This is an optimization exercise on Yosys and OpenROAD, whose aim is small area, not a production implementation.
Function was checked by simulation only, so behaviour that the tests miss may differ from the original.
Power figures rest on the tool's default switching activity, not on a simulated workload.

===== design.v =====
`timescale 1ns/1ps
`default_nettype none
module apex_core (
    input  wire        clk,
    input  wire        rst,           
    output wire [31:0] imem_addr,     
    input  wire [63:0] imem_rdata,    
    output wire        dmem_re,       
    output wire        dmem_we,       
    output wire [31:0] dmem_addr,     
    output wire [31:0] dmem_wdata,
    input  wire [31:0] dmem_rdata,    
    output wire        halted
);
    localparam [3:0] OP_STORE = 4'd0,  OP_LOAD = 4'd1,  OP_MOVC = 4'd2,
                     OP_ADD   = 4'd3,  OP_SUB  = 4'd4,  OP_AND  = 4'd5,
                     OP_OR    = 4'd6,  OP_XOR  = 4'd7,  OP_MUL  = 4'd8,
                     OP_BZ    = 4'd9,  OP_BNZ  = 4'd10, OP_JUMP = 4'd11,
                     OP_HALT  = 4'd12;
    localparam [31:0] CODE_BASE = 32'd4000;
    reg  [4:0]    phase;
    reg           clr;           
    reg           halted_r;
    reg           k_seq;         
    reg           k_br;          
    reg           k_jmp;         
    reg           k_ld, k_st, k_mul;
    reg           z;
    reg  [31:0]   pc;
    reg  [31:0]   sr;
    reg  [31:0]   w;
    reg  [4:0]    rd_l, rs2_l;   
    reg           c1, c2;        
    reg  [5:0]    cacc_q;        
    reg  [1023:0] rf;            
    wire p2   = k_seq | k_br | k_jmp | k_ld | k_st | k_mul;
    wire p1   = !clr && !p2 && !halted_r;
    wire ph0  = (phase == 5'd0);
    wire ph31 = (phase == 5'd31);
    assign imem_addr  = pc;
    assign dmem_addr  = sr;
    assign dmem_wdata = w;
    assign dmem_re    = k_ld && ph0;
    assign dmem_we    = k_st && ph0;
    assign halted     = halted_r;
    wire [3:0] op  = imem_rdata[63:60];
    wire [4:0] rd  = p2 ? rd_l : imem_rdata[59:55];
    wire [4:0] rs1 = imem_rdata[54:50];
    wire [4:0] rs2 = p2 ? rs2_l : imem_rdata[49:45];
    wire is_store = (op == OP_STORE);
    wire is_load  = (op == OP_LOAD);
    wire is_movc  = (op == OP_MOVC);
    wire is_add   = (op == OP_ADD);
    wire is_sub   = (op == OP_SUB);
    wire is_and   = (op == OP_AND);
    wire is_or    = (op == OP_OR);
    wire is_xor   = (op == OP_XOR);
    wire is_mul   = (op == OP_MUL);
    wire is_bz    = (op == OP_BZ);
    wire is_bnz   = (op == OP_BNZ);
    wire is_jump  = (op == OP_JUMP);
    wire is_halt  = (op == OP_HALT);
    wire [31:0] rout;
    genvar g;
    generate
        for (g = 0; g < 32; g = g + 1) begin : g_out
            assign rout[g] = rf[32*g];
        end
    endgenerate
    wire rs1b = rout[rs1];
    wire rs2b = rout[rs2];
    wire immb = imem_rdata[phase];
    wire addsub = is_add || is_sub;
    wire a1  = is_store ? rs2b : rs1b;
    wire b1  = addsub ? (rs2b ^ is_sub) : immb;
    wire ci1 = ph0 ? is_sub : c1;
    wire sum1 = a1 ^ b1 ^ ci1;
    wire co1  = (a1 & b1) | (a1 & ci1) | (b1 & ci1);
    wire a2  = pc[0];
    wire b2  = k_br ? sr[0] : (phase == 5'd2);
    wire ci2 = ph0 ? 1'b0 : c2;
    wire sum2 = a2 ^ b2 ^ ci2;
    wire co2  = (a2 & b2) | (a2 & ci2) | (b2 & ci2);
    wire pc_in = clr ? CODE_BASE[phase] : k_jmp ? sr[0] : sum2;
    wire        bin = k_mul && rs2b;
    wire [31:0] pp;
    generate
        for (g = 1; g < 32; g = g + 1) begin : g_pp
            assign pp[g] = w[g] & sr[32 - g];
        end
    endgenerate
    assign pp[0] = w[0] & bin;
    wire [5:0]  cacc = ph0 ? 6'd0 : cacc_q;
    wire [6:0]  col;
    wire cs_s0, cs_c0;
    assign {cs_c0, cs_s0} = {1'b0, pp[0]} + {1'b0, pp[1]} + {1'b0, pp[2]};
    wire cs_s1, cs_c1;
    assign {cs_c1, cs_s1} = {1'b0, pp[3]} + {1'b0, pp[4]} + {1'b0, pp[5]};
    wire cs_s2, cs_c2;
    assign {cs_c2, cs_s2} = {1'b0, pp[6]} + {1'b0, pp[7]} + {1'b0, pp[8]};
    wire cs_s3, cs_c3;
    assign {cs_c3, cs_s3} = {1'b0, pp[9]} + {1'b0, pp[10]} + {1'b0, pp[11]};
    wire cs_s4, cs_c4;
    assign {cs_c4, cs_s4} = {1'b0, pp[12]} + {1'b0, pp[13]} + {1'b0, pp[14]};
    wire cs_s5, cs_c5;
    assign {cs_c5, cs_s5} = {1'b0, pp[15]} + {1'b0, pp[16]} + {1'b0, pp[17]};
    wire cs_s6, cs_c6;
    assign {cs_c6, cs_s6} = {1'b0, pp[18]} + {1'b0, pp[19]} + {1'b0, pp[20]};
    wire cs_s7, cs_c7;
    assign {cs_c7, cs_s7} = {1'b0, pp[21]} + {1'b0, pp[22]} + {1'b0, pp[23]};
    wire cs_s8, cs_c8;
    assign {cs_c8, cs_s8} = {1'b0, pp[24]} + {1'b0, pp[25]} + {1'b0, pp[26]};
    wire cs_s9, cs_c9;
    assign {cs_c9, cs_s9} = {1'b0, pp[27]} + {1'b0, pp[28]} + {1'b0, pp[29]};
    wire cs_s10, cs_c10;
    assign {cs_c10, cs_s10} = {1'b0, pp[30]} + {1'b0, pp[31]} + {1'b0, cacc[0]};
    wire cs_s11, cs_c11;
    assign {cs_c11, cs_s11} = {1'b0, cs_s0} + {1'b0, cs_s1} + {1'b0, cs_s2};
    wire cs_s12, cs_c12;
    assign {cs_c12, cs_s12} = {1'b0, cs_s3} + {1'b0, cs_s4} + {1'b0, cs_s5};
    wire cs_s13, cs_c13;
    assign {cs_c13, cs_s13} = {1'b0, cs_s6} + {1'b0, cs_s7} + {1'b0, cs_s8};
    wire cs_s14, cs_c14;
    assign {cs_c14, cs_s14} = {1'b0, cs_c0} + {1'b0, cs_c1} + {1'b0, cs_c2};
    wire cs_s15, cs_c15;
    assign {cs_c15, cs_s15} = {1'b0, cs_c3} + {1'b0, cs_c4} + {1'b0, cs_c5};
    wire cs_s16, cs_c16;
    assign {cs_c16, cs_s16} = {1'b0, cs_c6} + {1'b0, cs_c7} + {1'b0, cs_c8};
    wire cs_s17, cs_c17;
    assign {cs_c17, cs_s17} = {1'b0, cs_c9} + {1'b0, cs_c10} + {1'b0, cacc[1]};
    wire cs_s18, cs_c18;
    assign {cs_c18, cs_s18} = {1'b0, cs_s11} + {1'b0, cs_s12} + {1'b0, cs_s13};
    wire cs_s19, cs_c19;
    assign {cs_c19, cs_s19} = {1'b0, cs_c11} + {1'b0, cs_c12} + {1'b0, cs_c13};
    wire cs_s20, cs_c20;
    assign {cs_c20, cs_s20} = {1'b0, cs_s14} + {1'b0, cs_s15} + {1'b0, cs_s16};
    wire cs_s21, cs_c21;
    assign {cs_c21, cs_s21} = {1'b0, cs_c14} + {1'b0, cs_c15} + {1'b0, cs_c16};
    wire cs_s22, cs_c22;
    assign {cs_c22, cs_s22} = {1'b0, cs_s18} + {1'b0, cs_s9} + {1'b0, cs_s10};
    wire cs_s23, cs_c23;
    assign {cs_c23, cs_s23} = {1'b0, cs_c18} + {1'b0, cs_s19} + {1'b0, cs_s20};
    wire cs_s24, cs_c24;
    assign {cs_c24, cs_s24} = {1'b0, cs_c19} + {1'b0, cs_c20} + {1'b0, cs_s21};
    wire cs_s25, cs_c25;
    assign {cs_c25, cs_s25} = {1'b0, cs_c22} + {1'b0, cs_s23} + {1'b0, cs_s17};
    wire cs_s26, cs_c26;
    assign {cs_c26, cs_s26} = {1'b0, cs_c23} + {1'b0, cs_s24} + {1'b0, cs_c17};
    wire cs_s27, cs_c27;
    assign {cs_c27, cs_s27} = {1'b0, cs_c24} + {1'b0, cs_c21} + {1'b0, cacc[3]};
    wire cs_s28, cs_c28;
    assign {cs_c28, cs_s28} = {1'b0, cs_c25} + {1'b0, cs_s26} + {1'b0, cacc[2]};
    wire cs_s29, cs_c29;
    assign {cs_c29, cs_s29} = {1'b0, cs_c28} + {1'b0, cs_c26} + {1'b0, cs_s27};
    wire cs_s30, cs_c30;
    assign {cs_c30, cs_s30} = {1'b0, cs_c29} + {1'b0, cs_c27} + {1'b0, cacc[4]};
    wire cs_s31, cs_c31;
    assign {cs_c31, cs_s31} = {1'b0, cs_c30} + {1'b0, cacc[5]};
    assign col[0] = cs_s22;
    assign col[1] = cs_s25;
    assign col[2] = cs_s28;
    assign col[3] = cs_s29;
    assign col[4] = cs_s30;
    assign col[5] = cs_s31;
    assign col[6] = cs_c31;
    wire prod = col[0];
    wire sr_in = p2 ? bin
               : (is_load || is_store || is_jump) ? sum1
               : (is_bz || is_bnz) ? immb
               : 1'b0;
    reg p1_wbit;
    always @(*) begin
        case (op)
            OP_MOVC: p1_wbit = immb;
            OP_AND:  p1_wbit = rs1b & rs2b;
            OP_OR:   p1_wbit = rs1b | rs2b;
            OP_XOR:  p1_wbit = rs1b ^ rs2b;
            default: p1_wbit = sum1;
        endcase
    end
    wire ld_bit = ph0 ? dmem_rdata[0] : sr[0];
    wire wbit   = p2 ? (k_ld ? ld_bit : prod) : p1_wbit;
    wire p1_wen = is_movc || addsub || is_and || is_or || is_xor;
    wire wen    = (p1 && p1_wen) || k_ld || k_mul;
    wire sets_z = (p1 && addsub) || k_mul;
    wire        wd   = wbit && !clr;
    wire [31:0] wsel = {32{clr}} | ({31'd0, wen} << rd);
    wire taken = (is_bz && z) || (is_bnz && !z);
    integer r, k;
    always @(posedge clk) begin
        for (r = 0; r < 32; r = r + 1) begin
            for (k = 0; k < 31; k = k + 1)
                rf[32*r + k] <= rf[32*r + k + 1];
            rf[32*r + 31] <= wsel[r] ? wd : rout[r];
        end
        sr[31] <= sr_in;
        if (dmem_re)
            sr[30:0] <= dmem_rdata[31:1];
        else
            sr[30:0] <= sr[31:1];
        if (!p2)
            w <= {rs1b, w[31:1]};
        if (!p2) begin
            rd_l  <= imem_rdata[59:55];
            rs2_l <= imem_rdata[49:45];
        end
        if (!p1)
            pc <= {pc_in, pc[31:1]};
        c1 <= co1;
        c2 <= co2;
        cacc_q <= col[6:1];
        if (rst) begin
            phase    <= 5'd0;
            clr      <= 1'b1;
            halted_r <= 1'b0;
            k_seq    <= 1'b0;
            k_br     <= 1'b0;
            k_jmp    <= 1'b0;
            k_ld     <= 1'b0;
            k_st     <= 1'b0;
            k_mul    <= 1'b0;
            z        <= 1'b0;
        end else begin
            phase <= phase + 5'd1;
            if (ph31) begin
                clr   <= 1'b0;
                k_ld  <= p1 && is_load;
                k_st  <= p1 && is_store;
                k_mul <= p1 && is_mul;
                k_jmp <= p1 && is_jump;
                k_br  <= p1 && taken;
                k_seq <= p1 && !is_load && !is_store && !is_mul &&
                         !is_jump && !taken;
            end
            if (p1 && ph0 && is_halt)
                halted_r <= 1'b1;
            if (sets_z)
                z <= (ph0 ? 1'b1 : z) && !wbit;
        end
    end
endmodule
`default_nettype wire

===== flow/run.sh =====
#!/bin/bash
# Own layout flow: the standard ORFS flow (standard.sh) with
#  - an area-only ABC mapping script (amap; no delay-driven buffering or
#    upsizing),
#    and plain gates instead of the full-adder cell map,
#  - port buffers of the smallest buffer cell,
#  - a clock tree of small clock buffers without dummy loads.
# Registers, power grid, taps and every other step are the standard flow's.
set -euo pipefail
W=$PWD
rm -rf "$W/scripts_mod"
cp -r "$FLOW_HOME/scripts" "$W/scripts_mod"
cp "$W/flow/abc_area.script" "$W/scripts_mod/abc_area.script"
export SCRIPTS_DIR="$W/scripts_mod"
export ADDER_MAP_FILE=
export BUFFER_PORTS_ARGS="-buffer_cell sky130_fd_sc_hd__buf_1"
export CTS_ARGS="-sink_clustering_enable -repair_clock_nets -dont_use_dummy_load -buf_list sky130_fd_sc_hd__clkbuf_4 -sink_clustering_size 11 -sink_clustering_max_diameter 40"
bash standard.sh > "$W/standard.log" 2>&1

===== flow/abc_area.script =====
strash
dch
amap
topo

===== standard.sh =====
#!/bin/bash
# synth_recipe.tcl (not shown) runs the flow's synth.tcl, then flattens the netlist and writes it again
# the make line also repeats each setting of config.mk as NAME=value (left out here)
make -C /OpenROAD-flow-scripts/flow DESIGN_CONFIG=/design/flow/config.mk WORK_HOME=/design/flow/orfs CLKGATE_MAP_FILE= SYNTH_SCRIPT=/design/flow/synth_recipe.tcl "${@:-finish}"

===== config.mk =====
export PLATFORM = sky130hd
export DESIGN_NAME = apex_core
export DESIGN_NICKNAME = apex_core
export VERILOG_FILES = /design/flow/design.v
export SDC_FILE = /design/flow/constraint.sdc
export NUM_CORES = 4
export LEC_CHECK = 0
export ABC_AREA = 1
export CAP_MARGIN = 20
export CORE_MARGIN = 2
export CORE_UTILIZATION = 65
export PLACE_DENSITY = 0.75
export SLEW_MARGIN = 20

===== constraint.sdc =====
create_clock -name core_clock -period 10.0 [get_ports {clk}]
set_input_delay 2.0000 -clock core_clock [delete_from_list [all_inputs] [get_ports {clk}]]
set_output_delay 2.0000 -clock core_clock [all_outputs]
set_load 0.01 [all_outputs]

==> results of run 1 <==
==> per-layer routing <==
metal / GRT usage [%] / wire, um / vias to the layer above
li1: - / - / 6437
met1: 26.0 / 18900 / 6085
met2: 30.7 / 19000 / 439
met3: 4.32 / 2460 / 107
met4: 9.26 / 1380 / 0
met5: 0 / 0 / -
==> registers in the layout, summed over array words and instances, names as in the netlist, 5 cells and up <==
| signal | flops |
|---|---|
| cacc_q | 6 |
| pc | 32 |
| phase | 5 |
| rd_l | 5 |
| rf | 1024 |
| rs2_l | 5 |
| sr | 32 |
| w | 32 |
==> logic make-up (layout without fill, tap and decap cells) <==
| group | Yosys count | after routing | synth area share, % |
|---|---|---|---|
| AO/OA/AOI/OAI | 300 | 300 | 7.30 |
| buffers and inverters | 40 | 351 | 0.575 |
| flip-flops | 1152 | 1152 | 88.5 |
| other | 0 | 4 | 0 |
| AND/OR/NAND/NOR | 230 | 230 | 3.64 |
==> final cells by class <==
cell class	count	share of cell area, %
Sequential cell	1152	81.3
Multi-Input combinational cell	530	10.1
Clock buffer	121	3.12
Timing Repair Buffer	191	2.59
Tap cell	532	2.28
Inverter	39	0.502
Antenna cell	4	0.0344
==> power by group through the flow <==
stage	clock [uW]	sequential [uW]	combinational, uW
6_report	1780	4720	281
4_1_cts	1860	4720	281
2_1_floorplan	0	4830	165
5_1_grt	2030	4720	313
3_5_place_dp	0	4820	278
3_3_place_gp	0	4820	270
==> placed cells by master (no fill, tap or decap), types with 7 or more instances in the layout <==
cell type  synthesis  routed
a21oi_1           68      68
or3_1             21      21
a22o_1            38      38
and2_0            13      13
o221ai_1          14      14
clkbuf_4           0     121
edfxtp_1          64      64
o21a_1            16      16
a32o_1             8       8
a32oi_1            7       7
o21ai_0           81      81
dfxtp_1         1088    1088
buf_1              0     183
clkinv_1          39      39
nor2_1            96      95
nand2_1           84      84
a221oi_1          10      10
o22ai_1           41      41
buf_4              1       7
nor3_1             8       8
==> critical path, delay by kind of cell <==
| family | cells | cell delay, ns |
|---|---|---|
| simple gates | 16 | 1.69 |
| compound gates | 21 | 3.94 |
| buf+inv | 2 | 0.59 |
==> metrics by stage <==
| stage | cell area, um2 | instances | setup WS (ns) |
|---|---|---|---|
| after floorplan | 26800 | 1722 | 2.02 |
| after global placement | 28200 | 2443 | 2.01 |
| after detailed placement | 28200 | 2444 | 1.74 |
| after CTS | 29100 | 2565 | 2.50 |
| after global routing | 29100 | 2567 | 1.70 |
| final | 29100 | 2569 | 2.45 |
==> worst max-delay path by stage <==
stage                               from         to  slack, ns  depth (start not counted)
after floorplan                    k_mul          z       2.02                         29
after global placement    imem_rdata[46]  cacc_q[4]       2.01                         39
after detailed placement  imem_rdata[46]  cacc_q[4]       1.74                         39
after CTS                           k_br  cacc_q[4]       2.50                         45
after global routing                k_br  cacc_q[4]       1.70                         45
final                     imem_rdata[46]  cacc_q[4]       2.45                         39
==> flow_summary.yaml, run 1 <==
placement:
  globalplace.congestion: 0.884
  dpl.hpwl_mm: 27.2
  port_buffers: 183
logic_synthesis:
  synth_edf_count: 64
  yosys_register_bits: 1152
  synthArstFlopShare_pct: 0
  yosys-top-cells-count: "dfxtp_1 (1088), nor2_1 (96), nand2_1 (84)"
  synth_area_um2: 26800
  synthCells: 1722
  synthFlopType: "dfxtp_1"
  synth_area_leader_cell: "dfxtp_1"
  ys_types: 34
  synth_fp_nets: 1820
  synth_area_per_cell_um2: 15.6
  yosysTopAreaCellShare_pct: 81.3
  seq_area_frac_synth_pct: 88.5
  ys_top_cells_by_area: "dfxtp_1 (81%), edfxtp_1 (7.2%), o21ai_0 (1.5%)"
  ys_warn_count: 1
  synth_most_common_cell: "dfxtp_1"
finish:
  register_area_um2: 23700
  areaGrowthSynthToFinish_pct: 8.78
  final_util_pct: 71.5
  drive_gt1_share_pct: 6.44
  nFillCells: 2642
  fin_nets: 2133
  multi_input_area_um2: 2950
clock_tree:
  clock-root-buffer: "clkbuf_4"
  cts.sinks: 1152
  clk_latency_ns: 0.83
  clk_pin_slew_ns: 0.11
  numCtsBuffers: 121
  cts_tree: "built"
  cts_resized: 0
  cts_hold_buf: 0
  cts_setup_buffers: 0
  clockBufferDepth: 3
  cts_htree_levels: 3
die:
  die_height_um: 207
  start_util_pct: 65.8
  io_pins: 197
  die_area_um2: 42900
  fp-row-count: 74
  coreArea_um2: 40700
  die_w_um: 207
min_path:
  hold_end: "rf[92]"
  holdPathStages: 0
  min_path_type: "flip-flop to flip-flop"
  hp-start: "rf[93]"
drt:
  num_vias: 13068
  drt-wirelength-per-cell_um: 16.2
  routed_wl_mm: 41.7
  drt-vias-per-instance: 5.09
  drt_first_pass_iters: 5
  drc: 0
  first_iter_violations: 870
  ant_nets: 0
timing:
  tns_ns: 0
  worst_clock_skew_ns: 0.0949
  finalMaxSlewViolations: 0
  fmax_ghz: 0.132
  slew_headroom_pct: 44.5
  setup_viol: 0
  min_period_ns: 7.55
  holdWs_ns: 0.275
  post-route-period-util_pct: 75.5
  rsz0062_at_grt: "false"
  tightest_slew_ns: 0.828
  hold_viol: 0
power_and_ir_drop:
  ir_drop_mv: 0.199
  p_comb_share_pct: 4.1
  powerDensity_nw_per_um2: 233
  internal_power_uw: 5340
  p_switching_uw: 1440
  p_leak_uw: 0.0113
  seqPwrFrac_pct: 69.6
  p_sw_share_pct: 21.3
  clockPowerShare_pct: 26.3
  power.total_uw: 6780
worst_setup_path:
  cpMostUsedCell: "nor2_1"
  reg2reg_slack_ns: 2.54
  r2r_start: "k_br"
  worstPathRequired_ns: 10.68
  reg2reg_to: "cacc_q[4]"
  reg2regPathDepth: 45
  cp.arrival_ns: 8.23
  path_max_fanout: 9
  slowest_delay_ns: 0.59
  startpoint_type: "primary input"
  cp-end-kind: "flip-flop"
  crit_type: "primary input to flip-flop"
  cp_slowest_cell: "o22ai_1"
grt:
  grt_pass1_vias: 12811
  grt_max_degree: 43
  antenna_found_initial: 5
  overflow: 0
  track_usage_pct: 19.5
  grt_pass1_wl_mm: 66.0
run:
  cap_violations: 0
status:
  status: "no timing/DRC/antenna violations"
==> run 2: changes to the inputs <==
--- a/design.v
+++ b/design.v
@@ -22,6 +22,5 @@
     reg           clr;           
     reg           halted_r;
-    reg           k_seq;         
-    reg           k_br;          
+    reg           p2;            
     reg           k_jmp;         
     reg           k_ld, k_st, k_mul;
@@ -32,7 +31,6 @@
     reg  [4:0]    rd_l, rs2_l;   
     reg           c1, c2;        
-    reg  [5:0]    cacc_q;        
+    reg  [4:0]    cacc_q;        
     reg  [1023:0] rf;            
-    wire p2   = k_seq | k_br | k_jmp | k_ld | k_st | k_mul;
     wire p1   = !clr && !p2 && !halted_r;
     wire ph0  = (phase == 5'd0);
@@ -77,10 +75,10 @@
     wire sum1 = a1 ^ b1 ^ ci1;
     wire co1  = (a1 & b1) | (a1 & ci1) | (b1 & ci1);
-    wire a2  = pc[0];
-    wire b2  = k_br ? sr[0] : (phase == 5'd2);
+    wire a2  = pc[0] && !k_jmp;
+    wire b2  = (k_ld || k_st || k_mul) ? (phase == 5'd2) : sr[0];
     wire ci2 = ph0 ? 1'b0 : c2;
     wire sum2 = a2 ^ b2 ^ ci2;
     wire co2  = (a2 & b2) | (a2 & ci2) | (b2 & ci2);
-    wire pc_in = clr ? CODE_BASE[phase] : k_jmp ? sr[0] : sum2;
+    wire pc_in = clr ? CODE_BASE[phase] : sum2;
     wire        bin = k_mul && rs2b;
     wire [31:0] pp;
@@ -91,6 +89,6 @@
     endgenerate
     assign pp[0] = w[0] & bin;
-    wire [5:0]  cacc = ph0 ? 6'd0 : cacc_q;
-    wire [6:0]  col;
+    wire [4:0]  cacc = ph0 ? 5'd0 : cacc_q;
+    wire [5:0]  col;
     wire cs_s0, cs_c0;
     assign {cs_c0, cs_s0} = {1'b0, pp[0]} + {1'b0, pp[1]} + {1'b0, pp[2]};
@@ -155,6 +153,4 @@
     wire cs_s30, cs_c30;
     assign {cs_c30, cs_s30} = {1'b0, cs_c29} + {1'b0, cs_c27} + {1'b0, cacc[4]};
-    wire cs_s31, cs_c31;
-    assign {cs_c31, cs_s31} = {1'b0, cs_c30} + {1'b0, cacc[5]};
     assign col[0] = cs_s22;
     assign col[1] = cs_s25;
@@ -162,11 +158,12 @@
     assign col[3] = cs_s29;
     assign col[4] = cs_s30;
-    assign col[5] = cs_s31;
-    assign col[6] = cs_c31;
+    assign col[5] = cs_c30;
     wire prod = col[0];
+    wire taken = (is_bz && z) || (is_bnz && !z);
     wire sr_in = p2 ? bin
                : (is_load || is_store || is_jump) ? sum1
-               : (is_bz || is_bnz) ? immb
-               : 1'b0;
+               : is_mul ? 1'b0
+               : taken ? immb
+               : (phase == 5'd2);
     reg p1_wbit;
     always @(*) begin
@@ -186,5 +183,4 @@
     wire        wd   = wbit && !clr;
     wire [31:0] wsel = {32{clr}} | ({31'd0, wen} << rd);
-    wire taken = (is_bz && z) || (is_bnz && !z);
     integer r, k;
     always @(posedge clk) begin
@@ -209,11 +205,10 @@
         c1 <= co1;
         c2 <= co2;
-        cacc_q <= col[6:1];
+        cacc_q <= col[5:1];
         if (rst) begin
             phase    <= 5'd0;
             clr      <= 1'b1;
             halted_r <= 1'b0;
-            k_seq    <= 1'b0;
-            k_br     <= 1'b0;
+            p2       <= 1'b0;
             k_jmp    <= 1'b0;
             k_ld     <= 1'b0;
@@ -229,7 +224,5 @@
                 k_mul <= p1 && is_mul;
                 k_jmp <= p1 && is_jump;
-                k_br  <= p1 && taken;
-                k_seq <= p1 && !is_load && !is_store && !is_mul &&
-                         !is_jump && !taken;
+                p2    <= p1;
             end
             if (p1 && ph0 && is_halt)
==> run 2 against run 1 <==
Against the previous run: register-to-register slack better by 0.42 ns; total power is 0.62% higher; worst setup slack worse by 0.034 ns; count of clock-buffer cells in the layout is 2 lower; combinational power is 15% higher; critical path depth is 2 higher; routed wire length is 1.1% lower; maximum frequency is 0.44% lower; die area is 0.27% lower; via count is 0.39% lower; synthesized cell count is 0.64% lower; core utilization is 0.23 points lower; largest cell class unchanged; largest power group unchanged; highest routed layer unchanged.
==> flow_summary.yaml, run 2 <==
finish:
  drive_gt1_share_pct: 6.38
  finalNonFillerCells: 2559
  regMostFlops: "rf"
  final_cell_area_um2: 29000
  nFillCells: 2686
  fin_nets: 2121
  final_cell_mix: "dfxtp_1 (1086), buf_1 (183), clkbuf_4 (119), nor2_1 (88)"
  largest_reg_flops: 1024
  areaGrowthSynthToFinish_pct: 8.72
  multi_input_area_um2: 2930
  mostFrequentLayoutCell: "dfxtp_1"
  register_area_um2: 23700
logic_synthesis:
  synth_fp_nets: 1809
  synth_area_per_cell_um2: 15.6
  synth_edf_count: 64
  ys_top_cells_by_area: "dfxtp_1 (81%), edfxtp_1 (7.2%), o21ai_0 (1.5%)"
  synth_area_leader_cell: "dfxtp_1"
  ys_warn_count: 1
  yosys-top-cells-count: "dfxtp_1 (1086), nor2_1 (89), nand2_1 (82), o21ai_0 (82)"
  yosysTopAreaCellShare_pct: 81.4
  synth_most_common_cell: "dfxtp_1"
  seq_area_frac_synth_pct: 88.6
  synth_area_um2: 26700
  synthFlopType: "dfxtp_1"
  synthCells: 1711
  yosys_register_bits: 1150
  synthArstFlopShare_pct: 0
  ys_types: 35
clock_tree:
  clk_pin_slew_ns: 0.10
  cts_resized: 0
  cts_htree_levels: 3
  numCtsBuffers: 119
  cts.sinks: 1150
  cts_hold_buf: 0
  cts_setup_buffers: 0
  clk_latency_ns: 0.83
  clock-root-buffer: "clkbuf_4"
  cts_tree: "built"
  clockBufferDepth: 3
grt:
  overflow: 0
  grt_pass1_wl_mm: 62.2
  track_usage_pct: 19.0
  grt_max_degree: 47
  antenna_found_initial: 5
  grt_pass1_vias: 12365
worst_setup_path:
  slowest_delay_ns: 0.54
  cp_slowest_cell: "o22ai_1"
  cp.arrival_ns: 8.29
  crit_type: "primary input to flip-flop"
  cp.depth: 41
  cp-end-kind: "flip-flop"
  path_buf_inv: 3
  reg2regPathDepth: 42
  worstPathRequired_ns: 10.71
  reg2reg_slack_ns: 2.96
  cp_top_family: "compound AO/OA/AOI/OAI gates"
  startpoint_type: "primary input"
  cpMostUsedCell: "nand2_1"
  path_max_fanout: 9
timing:
  hold_viol: 0
  rsz0062_at_grt: "false"
  fmax_ghz: 0.132
  min_period_ns: 7.58
  tightest_slew_ns: 0.874
  finalMaxSlewViolations: 0
  slew_headroom_pct: 41.4
  post-route-period-util_pct: 75.8
  worst_clock_skew_ns: 0.0777
  tns_ns: 0
  setup_ws_ns: 2.42
  setup_viol: 0
die:
  fp-row-count: 74
  die_height_um: 207
  io_pins: 197
  coreArea_um2: 40700
  die_area_um2: 42700
  die_w_um: 207
  start_util_pct: 65.6
placement:
  globalplace.congestion: 0.887
  dp_worst_setup_slack_ns: 1.69
  dpl.hpwl_mm: 26.7
  dp.cells: 2434
  port_buffers: 183
  placed_cell_area_um2: 28100
status:
  status: "no timing/DRC/antenna violations"
power_and_ir_drop:
  p_leak_uw: 0.0113
  ir_drop_mv: 0.155
  powerDensity_nw_per_um2: 235
drt:
  drt-vias-per-instance: 5.09
  drt-wirelength-per-cell_um: 16.1
  num_vias: 13017
  ant_nets: 0
  first_iter_violations: 883
  drt_first_pass_iters: 5
  drc: 0
  routed_wl_mm: 41.2
min_path:
  min_path_type: "flip-flop to flip-flop"
  holdPathStages: 0
run:
  cap_violations: 0
## run 2: cell count changes after synthesis, moves of 4 or more
cell and change:
a21oi_1 -4, a221o_1 +4, a221oi_1 -5, a22o_1 +8, a32o_1 -8, nor2_1 -7, o21a_1 +6, o221ai_1 -4
o22ai_1 +4
## run 2: metal layers
layer | vias up | track usage (%) | routed length [um]
met5 | - | 0 | 0
met4 | 0 | 9.40 | 1400
met3 | 99 | 4.90 | 2660
met2 | 454 | 29.9 | 18500
met1 | 6059 | 24.8 | 18600
li1 | 6405 | - | -
## run 2: logic make-up (layout without fill, tap and decap cells)
family	after synthesis	after routing	share of synthesized area, %
buffers and inverters	36	346	0.506
flip-flops	1150	1150	88.6
AO/OA/AOI/OAI	303	303	7.37
AND/OR/NAND/NOR	222	222	3.55
other	0	6	0
## run 2: cell type report
type,count,share of cell area (%)
inverters,36,0.465
flip-flops and latches,1150,81.5
clock buffers,119,3.08
repair buffers,191,2.57
diodes,6,0.0517
well taps,532,2.29
multi-input cells,525,10.1
## run 2: per-stage QoR
stage                     total power (uW)  util [%]  hold slack (ns)
after floorplan                       5030         -            0.310
after global placement                5130      69.1            0.310
after detailed placement              5140      69.1            0.312
after CTS                             6890      71.3            0.255
after global routing                  7120      71.3            0.250
final                                 6820      71.3            0.268
## run 2: path summary, 6_finish.rpt
path | from | to
worst max-delay path | imem_rdata[46] | cacc_q[3]
worst min-delay path | rf[947] | rf[946]
worst max register to register | p2 | cacc_q[3]
worst min register to register | rf[947] | rf[946]
## run 2: power breakdown
group / switching (uW) / internal [uW]
logic: 198 / 124
clock network: 1230 / 546
registers: 44.3 / 4670
total: 1480 / 5340
==> run 3: changes to the inputs <==
--- a/design.v
+++ b/design.v
@@ -30,5 +30,5 @@
     reg  [31:0]   w;
     reg  [4:0]    rd_l, rs2_l;   
-    reg           c1, c2;        
+    reg           cy;            
     reg  [4:0]    cacc_q;        
     reg  [1023:0] rf;            
@@ -70,15 +70,11 @@
     wire immb = imem_rdata[phase];
     wire addsub = is_add || is_sub;
-    wire a1  = is_store ? rs2b : rs1b;
-    wire b1  = addsub ? (rs2b ^ is_sub) : immb;
-    wire ci1 = ph0 ? is_sub : c1;
+    wire a1  = p2 ? (pc[0] && !k_jmp) : is_store ? rs2b : rs1b;
+    wire b1  = p2 ? ((k_ld || k_st || k_mul) ? (phase == 5'd2) : sr[0])
+             : addsub ? (rs2b ^ is_sub) : immb;
+    wire ci1 = ph0 ? (!p2 && is_sub) : cy;
     wire sum1 = a1 ^ b1 ^ ci1;
     wire co1  = (a1 & b1) | (a1 & ci1) | (b1 & ci1);
-    wire a2  = pc[0] && !k_jmp;
-    wire b2  = (k_ld || k_st || k_mul) ? (phase == 5'd2) : sr[0];
-    wire ci2 = ph0 ? 1'b0 : c2;
-    wire sum2 = a2 ^ b2 ^ ci2;
-    wire co2  = (a2 & b2) | (a2 & ci2) | (b2 & ci2);
-    wire pc_in = clr ? CODE_BASE[phase] : sum2;
+    wire pc_in = clr ? CODE_BASE[phase] : sum1;
     wire        bin = k_mul && rs2b;
     wire [31:0] pp;
@@ -203,6 +199,5 @@
         if (!p1)
             pc <= {pc_in, pc[31:1]};
-        c1 <= co1;
-        c2 <= co2;
+        cy <= co1;
         cacc_q <= col[5:1];
         if (rst) begin
==> run 3 against run 2 <==
Against the previous run: still clean; clock skew grew 0.035 ns; die area shrank 0.12%; synthesized cell count is 0.18% lower; core utilization rose by 0.092 points; largest power group unchanged.
==> flow_summary.yaml, run 3 <==
status:
  status: "no timing/DRC/antenna violations"
clock_tree:
  cts_hold_buf: 0
  numCtsBuffers: 120
  clock-root-buffer: "clkbuf_4"
  clockBufferDepth: 3
  clk_latency_ns: 0.87
  clk_pin_slew_ns: 0.09
  cts_tree: "built"
  cts.sinks: 1149
  cts_resized: 0
  cts_setup_buffers: 0
  cts_htree_levels: 3
drt:
  first_iter_violations: 784
  drt_first_pass_iters: 5
  drc: 0
  ant_nets: 0
  drt-wirelength-per-cell_um: 16.0
  routed_wl_mm: 41.0
  drt-vias-per-instance: 5.05
  num_vias: 12916
die:
  io_pins: 197
  die_area_um2: 42700
  fp-row-count: 74
  coreArea_um2: 40600
  die_w_um: 207
  start_util_pct: 65.6
  die_height_um: 207
finish:
  multi_input_area_um2: 2910
  register_area_um2: 23600
  areaGrowthSynthToFinish_pct: 8.74
  finalNonFillerCells: 2557
  final_util_pct: 71.4
  fin_nets: 2118
  largest_reg_flops: 1024
  mostFrequentLayoutCell: "dfxtp_1"
  final_cell_mix: "dfxtp_1 (1085), buf_1 (183), clkbuf_4 (120), nand2_1 (84)"
  regMostFlops: "rf"
  nFillCells: 2699
  drive_gt1_share_pct: 6.44
placement:
  dpl.hpwl_mm: 26.5
  dp.cells: 2430
  globalplace.congestion: 0.830
  port_buffers: 183
worst_setup_path:
  cp.arrival_ns: 8.34
  cp_slowest_cell: "o22ai_1"
  crit_type: "primary input to flip-flop"
  cp-end-kind: "flip-flop"
  slowest_delay_ns: 0.62
  path_max_fanout: 9
  cpMostUsedCell: "nand2_1"
  startpoint_type: "primary input"
  worstPathRequired_ns: 10.66
timing:
  worst_clock_skew_ns: 0.113
  tightest_slew_ns: 0.921
  finalMaxSlewViolations: 0
  fmax_ghz: 0.130
  hold_viol: 0
  setup_viol: 0
  rsz0062_at_grt: "false"
  min_period_ns: 7.69
  post-route-period-util_pct: 76.9
  tns_ns: 0
  slew_headroom_pct: 38.2
logic_synthesis:
  synth_most_common_cell: "dfxtp_1"
  seq_area_frac_synth_pct: 88.6
  ys_warn_count: 1
  synth_fp_nets: 1806
  synthCells: 1708
  synth_area_per_cell_um2: 15.6
  synthFlopType: "dfxtp_1"
  yosys_register_bits: 1149
  ys_top_cells_by_area: "dfxtp_1 (81%), edfxtp_1 (7.2%), o21ai_0 (1.6%)"
  yosysTopAreaCellShare_pct: 81.4
  synth_area_um2: 26700
  synth_edf_count: 64
  synthArstFlopShare_pct: 0
  ys_types: 33
  yosys-top-cells-count: "dfxtp_1 (1085), nand2_1 (84), nor2_1 (84)"
  synth_area_leader_cell: "dfxtp_1"
power_and_ir_drop:
  ir_drop_mv: 0.139
  powerDensity_nw_per_um2: 234
  p_leak_uw: 0.0112
grt:
  overflow: 0
  grt_pass1_wl_mm: 63.2
  grt_pass1_vias: 12513
  antenna_found_initial: 8
  track_usage_pct: 19.3
  grt_max_degree: 49
min_path:
  min_path_type: "flip-flop to flip-flop"
run:
  cap_violations: 0
==> run 3: path summary, 6_finish.rpt <==
check	start	endpoint	slack (ns)	depth (start not counted)
worst min-delay path	rf[947]	rf[946]	0.23	0
worst min register to register	rf[947]	rf[946]	0.23	0
worst max-delay path	imem_rdata[46]	cacc_q[3]	2.31	41
worst max register to register	p2	cacc_q[3]	2.83	41
==> run 3: report_power, final <==
group          internal (uW)  switching [uW]  total [uW]
logic                    121             192         312
registers               4670            39.6        4710
clock network            550            1220        1770
==> run 3: stage by stage <==
stage / area [um2] / worst slack, ns / total power [uW] / hold WS, ns
floorplan: 26700 / 2.53 / 5020 / 0.310
finish: 29000 / 2.31 / 6790 / 0.229
CTS: 29000 / 2.47 / 6870 / 0.256
detailed placement: 28100 / 1.64 / 5120 / 0.312
global placement: 28100 / 1.87 / 5120 / 0.310
global route: 29000 / 1.56 / 7090 / 0.250
==> run 3: area by class of cell <==
| class | instances | share of cell area, % |
|---|---|---|
| clock buffer | 120 | 3.10 |
| sequential | 1149 | 81.5 |
| timing repair buffer | 190 | 2.55 |
| multi-input combinational | 522 | 10.0 |
| tap | 532 | 2.29 |
| inverter | 37 | 0.479 |
| antenna | 7 | 0.0604 |
==> run 3: worst max-delay path, delay by kind of cell <==
family	cells	cell delay (ns)
AOI/OAI and AO/OA	20	3.79
and+or+nand+nor	18	1.74
buffers and inverters	3	0.79
==> run 3: layer usage <==
layer / up-vias / GRT usage [%] / part of all wire, %
li1: 6408 / - / -
met1: 6051 / 26.6 / 46
met2: 361 / 29.2 / 45
met3: 96 / 4.32 / 5.8
met4: 0 / 9.64 / 3.3
met5: - / 0 / 0
==> run 3: cells by family (layout without fill, tap and decap cells) <==
family	Yosys count	in the layout	share of synthesized area (%)
buffers and inverters	37	347	0.520
flip-flops	1149	1149	88.6
AND/OR/NAND/NOR	218	218	3.48
AO/OA/AOI/OAI	304	304	7.39
other	0	7	0
==> run 4: changes to the inputs <==
--- a/flow/run.sh
+++ b/flow/run.sh
@@ -15,4 +15,4 @@
 export ADDER_MAP_FILE=
 export BUFFER_PORTS_ARGS="-buffer_cell sky130_fd_sc_hd__buf_1"
-export CTS_ARGS="-sink_clustering_enable -repair_clock_nets -dont_use_dummy_load -buf_list sky130_fd_sc_hd__clkbuf_4 -sink_clustering_size 11 -sink_clustering_max_diameter 40"
+export CTS_ARGS="-sink_clustering_enable -repair_clock_nets -dont_use_dummy_load -buf_list sky130_fd_sc_hd__clkbuf_4 -sink_clustering_size 12 -sink_clustering_max_diameter 40"
 bash standard.sh > "$W/standard.log" 2>&1
==> run 4 against run 3 <==
Against the previous run: global-route usage shrank 0.063 points; sequential cell count is the same; sequential power is essentially flat; via count is essentially flat; worst setup slack is essentially flat; clock skew grew 0.00066 ns; combinational power is essentially flat; synthesized area is the same; total power shrank 0.49%; non-clock buffer count is the same; critical endpoint unchanged; largest power group unchanged.
==> flow_summary.yaml, run 4 <==
status:
  status: "no timing/DRC/antenna violations"
timing:
  finalMaxSlewViolations: 0
  fmax_ghz: 0.130
  rsz0062_at_grt: "false"
  tns_ns: 0
  tightest_slew_ns: 0.896
  worst_clock_skew_ns: 0.113
  min_period_ns: 7.69
  setup_viol: 0
  post-route-period-util_pct: 76.9
  hold_viol: 0
  slew_headroom_pct: 39.9
finish:
  areaGrowthSynthToFinish_pct: 8.55
  mostFrequentLayoutCell: "dfxtp_1"
  fin_nets: 2111
  final_cell_mix: "dfxtp_1 (1085), buf_1 (183), clkbuf_4 (113), nand2_1 (84)"
  drive_gt1_share_pct: 6.12
  largest_reg_flops: 1024
  regMostFlops: "rf"
  nFillCells: 2703
run:
  cap_violations: 0
grt:
  grt_pass1_wl_mm: 62.9
  grt_max_degree: 49
  overflow: 0
  grt_pass1_vias: 12491
  antenna_found_initial: 7
  track_usage_pct: 19.3
logic_synthesis:
  yosysTopAreaCellShare_pct: 81.4
  yosys-top-cells-count: "dfxtp_1 (1085), nand2_1 (84), nor2_1 (84)"
  synthFlopType: "dfxtp_1"
  ys_types: 33
  synth_most_common_cell: "dfxtp_1"
  synthCells: 1708
  yosys_register_bits: 1149
  ys_top_cells_by_area: "dfxtp_1 (81%), edfxtp_1 (7.2%), o21ai_0 (1.6%)"
  synthArstFlopShare_pct: 0
  ys_warn_count: 1
  synth_fp_nets: 1806
  synth_edf_count: 64
  synth_area_um2: 26700
  synth_area_leader_cell: "dfxtp_1"
  synth_area_per_cell_um2: 15.6
  seq_area_frac_synth_pct: 88.6
placement:
  globalplace.congestion: 0.830
  port_buffers: 183
  dpl.hpwl_mm: 26.5
die:
  coreArea_um2: 40600
  fp-row-count: 74
  io_pins: 197
  start_util_pct: 65.6
  die_height_um: 207
  die_w_um: 207
  die_area_um2: 42700
clock_tree:
  clockBufferDepth: 3
  clk_pin_slew_ns: 0.10
  clock-root-buffer: "clkbuf_4"
  clk_latency_ns: 0.84
  cts_hold_buf: 0
  cts_tree: "built"
  cts_setup_buffers: 0
  cts_htree_levels: 3
  cts.sinks: 1149
  numCtsBuffers: 113
  cts_resized: 0
worst_setup_path:
  slowest_delay_ns: 0.61
  cp_slowest_cell: "o22ai_1"
  crit_type: "primary input to flip-flop"
  worstPathRequired_ns: 10.63
  cpMostUsedCell: "nand2_1"
  startpoint_type: "primary input"
  path_buf_inv: 3
  cp.arrival_ns: 8.32
  path_max_fanout: 9
  reg2regPathDepth: 44
  cp_top_family: "compound AO/OA/AOI/OAI gates"
  cp.depth: 41
  cp-end-kind: "flip-flop"
min_path:
  min_path_type: "flip-flop to flip-flop"
  holdPathStages: 0
drt:
  drt-wirelength-per-cell_um: 16.1
  first_iter_violations: 762
  drc: 0
  ant_nets: 0
  routed_wl_mm: 41.1
  num_vias: 12911
  drt_first_pass_iters: 5
  drt-vias-per-instance: 5.06
power_and_ir_drop:
  ir_drop_mv: 0.154
  power.total_uw: 6760
  powerDensity_nw_per_um2: 233
  p_leak_uw: 0.0112
[run 4: final cells by class]
type / instances / area, um2 / area share (%)
antenna: 8 / 20.0 / 0.0691
sequential: 1149 / 23600 / 81.6
inverter: 37 / 139 / 0.479
timing repair buffer: 190 / 739 / 2.55
clock buffer: 113 / 848 / 2.93
multi-input combinational: 522 / 2910 / 10.0
tap: 532 / 666 / 2.30
[run 4: metrics by stage]
stage | utilization [%] | instance area, um2 | std cells | hold slack, ns | worst slack (ns)
CTS | 71.2 | 28900 | 2543 | 0.253 | 2.47
detailed placement | 69.1 | 28100 | 2430 | 0.312 | 1.64
global route | 71.2 | 29000 | 2548 | 0.279 | 1.53
floorplan | - | 26700 | 1708 | 0.310 | 2.53
global placement | 69.1 | 28100 | 2430 | 0.310 | 1.87
finish | 71.3 | 29000 | 2551 | 0.260 | 2.31
[run 4: power by group]
group          internal (uW)  switching (uW)  total, uW
registers               4670            39.9       4710
logic                    121             191        312
clock network            520            1220       1740
total                   5310            1450       6760
[run 4: kinds of logic after synthesis]
kind of cell,Yosys count,synth area share (%)
buffers and inverters,37,0.520
and+or+nand+nor,218,3.48
AOI/OAI and AO/OA,304,7.39
DFF,1149,88.6
[run 4: path summary, 6_finish.rpt]
check | startpoint | endpoint | slack (ns)
min | rf[947] | rf[946] | 0.26
min reg2reg | rf[947] | rf[946] | 0.26
max reg2reg | p2 | cacc_q[3] | 2.83
max | imem_rdata[46] | cacc_q[3] | 2.31
[run 4: metal layers]
| metal | share of wire (%) | GRT usage, % |
|---|---|---|
| met4 | 4.3 | 10.7 |
| met3 | 5.1 | 3.94 |
| met5 | 0 | 0 |
| met2 | 44 | 28.9 |
| met1 | 46 | 26.5 |
==> run 5: changes to the inputs <==
--- a/design.v
+++ b/design.v
@@ -29,5 +29,5 @@
     reg  [31:0]   sr;
     reg  [31:0]   w;
-    reg  [4:0]    rd_l, rs2_l;   
+    reg  [4:0]    rd_l;          
     reg           cy;            
     reg  [4:0]    cacc_q;        
@@ -45,5 +45,5 @@
     wire [4:0] rd  = p2 ? rd_l : imem_rdata[59:55];
     wire [4:0] rs1 = imem_rdata[54:50];
-    wire [4:0] rs2 = p2 ? rs2_l : imem_rdata[49:45];
+    wire [4:0] rs2 = p2 ? rd_l : imem_rdata[49:45];
     wire is_store = (op == OP_STORE);
     wire is_load  = (op == OP_LOAD);
@@ -166,4 +166,5 @@
         case (op)
             OP_MOVC: p1_wbit = immb;
+            OP_MUL:  p1_wbit = rs2b;
             OP_AND:  p1_wbit = rs1b & rs2b;
             OP_OR:   p1_wbit = rs1b | rs2b;
@@ -174,5 +175,5 @@
     wire ld_bit = ph0 ? dmem_rdata[0] : sr[0];
     wire wbit   = p2 ? (k_ld ? ld_bit : prod) : p1_wbit;
-    wire p1_wen = is_movc || addsub || is_and || is_or || is_xor;
+    wire p1_wen = is_movc || addsub || is_and || is_or || is_xor || is_mul;
     wire wen    = (p1 && p1_wen) || k_ld || k_mul;
     wire sets_z = (p1 && addsub) || k_mul;
@@ -195,5 +196,4 @@
         if (!p2) begin
             rd_l  <= imem_rdata[59:55];
-            rs2_l <= imem_rdata[49:45];
         end
         if (!p1)
==> run 5 against run 4 <==
Against the previous run: still clean on timing, DRC and antenna; maximum frequency up 6.3%; largest cell class unchanged; highest routed layer unchanged; synthesized cell count is 0.29% higher; critical path type unchanged; sequential power is essentially flat; non-clock buffer count stayed put; first-iteration DRC count rose by 5.1%; via count shrank 0.74%.
==> flow_summary.yaml, run 5 <==
power_and_ir_drop:
  clockPowerShare_pct: 25.4
  p_comb_share_pct: 4.9
  ir_drop_mv: 0.151
  powerDensity_nw_per_um2: 233
  p_sw_share_pct: 21.4
  p_switching_uw: 1440
  power.total_uw: 6720
  seqPwrFrac_pct: 69.8
  internal_power_uw: 5280
  p_leak_uw: 0.0112
logic_synthesis:
  ys_top_cells_by_area: "dfxtp_1 (81%), edfxtp_1 (7.2%), o21ai_0 (1.6%)"
  synth_area_per_cell_um2: 15.5
  yosys_register_bits: 1144
  synthCells: 1713
  synth_fp_nets: 1811
  synth_area_um2: 26600
  synthFlopType: "dfxtp_1"
  yosys-top-cells-count: "dfxtp_1 (1080), nor2_1 (97), nand2_1 (85), o21ai_0 (85), a21oi_1 (66)"
  synth_area_leader_cell: "dfxtp_1"
  ys_types: 33
  synth_most_common_cell: "dfxtp_1"
  ys_warn_count: 1
  yosysTopAreaCellShare_pct: 81.3
  synthArstFlopShare_pct: 0
  synth_edf_count: 64
  seq_area_frac_synth_pct: 88.5
die:
  coreArea_um2: 40600
  io_pins: 197
  die_w_um: 206
  start_util_pct: 65.5
  fp-row-count: 74
  die_area_um2: 42600
  die_height_um: 206
drt:
  first_iter_violations: 801
  drc: 0
  drt-vias-per-instance: 5.03
  drt-wirelength-per-cell_um: 16.1
  routed_wl_mm: 40.9
  num_vias: 12815
  drt_first_pass_iters: 5
  ant_nets: 0
clock_tree:
  clk_pin_slew_ns: 0.10
  cts_hold_buf: 0
  cts_setup_buffers: 0
  cts_htree_levels: 3
  cts.sinks: 1144
  clockBufferDepth: 3
  clock-root-buffer: "clkbuf_4"
  cts_tree: "built"
  cts_resized: 0
  numCtsBuffers: 111
  clk_latency_ns: 0.82
worst_setup_path:
  crit_type: "primary input to flip-flop"
  path_max_fanout: 17
  cp_top_family: "compound AO/OA/AOI/OAI gates"
  path_buf_inv: 4
  cp-end-kind: "flip-flop"
  worstPathRequired_ns: 10.67
  cp_slowest_cell: "o22ai_1"
  cp.arrival_ns: 7.90
  slowest_delay_ns: 0.31
  startpoint_type: "primary input"
grt:
  track_usage_pct: 19.4
  antenna_found_initial: 3
  grt_max_degree: 50
  overflow: 0
  grt_pass1_vias: 12578
  grt_pass1_wl_mm: 63.3
timing:
  slew_headroom_pct: 41.2
  holdWs_ns: 0.282
  rsz0062_at_grt: "false"
  tns_ns: 0
  hold_viol: 0
  finalMaxSlewViolations: 0
  min_period_ns: 7.23
  tightest_slew_ns: 0.873
  fmax_ghz: 0.138
  worst_clock_skew_ns: 0.101
  post-route-period-util_pct: 72.3
  setup_viol: 0
finish:
  areaGrowthSynthToFinish_pct: 8.47
  mostFrequentLayoutCell: "dfxtp_1"
  fin_nets: 2114
  regMostFlops: "rf"
  finalNonFillerCells: 2549
  drive_gt1_share_pct: 6.06
  final_cell_mix: "dfxtp_1 (1080), buf_1 (183), clkbuf_4 (111), nor2_1 (96)"
  largest_reg_flops: 1024
  nFillCells: 2614
placement:
  globalplace.congestion: 0.857
  dpl.hpwl_mm: 27.0
  dp.cells: 2435
  port_buffers: 183
min_path:
  min_path_type: "flip-flop to flip-flop"
status:
  status: "no timing/DRC/antenna violations"
run:
  cap_violations: 0
-- run 5: cell count changes after synthesis, sizes merged, moves of 3 or more --
cell	previous run	this run
o22ai	41	28
o31a	0	4
nor2	84	97
a22o	43	38
o221ai	10	13
dfxtp	1085	1080
-- run 5: worst register-to-register path: cells and delay by family, from the launching register on --
kind                   cells  cell delay [ns]
AO/OA/AOI/OAI             20             3.29
buffers and inverters      5             1.35
flip-flops                 1             0.49
AND/OR/NAND/NOR           19             1.80
-- run 5: through the flow --
step	setup WS, ns	utilization (%)	instance area, um2
2_1_floorplan	2.46	-	26600
3_3_place_gp	2.19	68.9	28000
3_5_place_dp	2.01	68.9	28000
4_1_cts	2.86	71.0	28900
5_1_grt	1.90	71.0	28900
6_report	2.77	71.0	28900
-- run 5: layer usage --
| metal | routed length [um] | track usage [%] | part of all wire, % |
|---|---|---|---|
| met1 | 18900 | 26.0 | 46 |
| met2 | 18600 | 30.1 | 45 |
| met3 | 1920 | 3.99 | 4.7 |
| met4 | 1510 | 10.0 | 3.7 |
| met5 | 0 | 0 | 0 |
-- run 5: worst paths after layout --
kind / start / endpoint / slack, ns / depth (start not counted)
worst max register to register: p2 / cacc_q[3] / 2.98 / 44
worst max-delay path: imem_rdata[45] / cacc_q[3] / 2.77 / 43
worst min register to register: rf[926] / rf[925] / 0.28 / 0
worst min-delay path: rf[926] / rf[925] / 0.28 / 0
-- run 5: power by group through the flow --
stage,clock (uW),sequential [uW],combinational [uW]
after floorplan,0,4800,201
after global placement,0,4790,319
after detailed placement,0,4790,326
after CTS,1790,4690,328
after global routing,1950,4700,368
final,1700,4690,328
-- run 5: cells by family after synthesis --
kind of cell / share of synthesized area (%)
compound gates: 7.24
buf+inv: 0.536
flops: 88.5
simple gates: 3.75
-- run 5: area by class of cell --
type	count	area (um2)	area share, %
antenna	3	7.51	0.0260
clock buffer	111	833	2.89
inverter	38	143	0.494
multi-input combinational	531	2930	10.2
sequential	1144	23500	81.6
tap	532	666	2.31
timing repair buffer	190	739	2.56

[static timing again, ports no longer ideal]
How much do the figures lean on ideal ports? The routed layouts below were timed once more, with nothing changed but the port constraints.
Step 1 (the two cells are an assumption about what drives the block):
set clk [get_ports {clk}]
set_driving_cell -lib_cell sky130_fd_sc_hd__clkbuf_16 $clk
set_driving_cell -lib_cell sky130_fd_sc_hd__buf_2 [delete_from_list [all_inputs] $clk]
Step 2 also shifts input and output timing later by t, the mid clock arrival at the registers, as if the neighbouring blocks saw the same clock.
a / b / c = ideal ports / drivers / drivers and shift; a / b = the first two.
| run | shift t [ns] | setup slack, ns | hold slack, ns | clock arrival spread, ns |
|---|---|---|---|---|
| run 1 | 0.834 | 2.450 / 2.465 / 1.632 | 0.275 / 0.275 / 0.275 | 0.095 / 0.095 |
| run 2 | 0.846 | 2.416 / 2.436 / 1.590 | 0.268 / 0.268 / 0.268 | 0.096 / 0.096 |
| run 3 | 0.868 | 2.312 / 2.341 / 1.474 | 0.229 / 0.229 / 0.229 | 0.117 / 0.117 |
| run 4 | 0.837 | 2.312 / 2.341 / 1.504 | 0.260 / 0.260 / 0.260 | 0.113 / 0.113 |
| run 5 | 0.823 | 2.769 / 2.787 / 1.964 | 0.282 / 0.282 / 0.282 | 0.114 / 0.114 |
After both steps setup and hold are still met in every run listed. For run 3, which loses most, drivers alone change the setup slack by +0.029 ns; drivers and shift together by -0.838 ns.
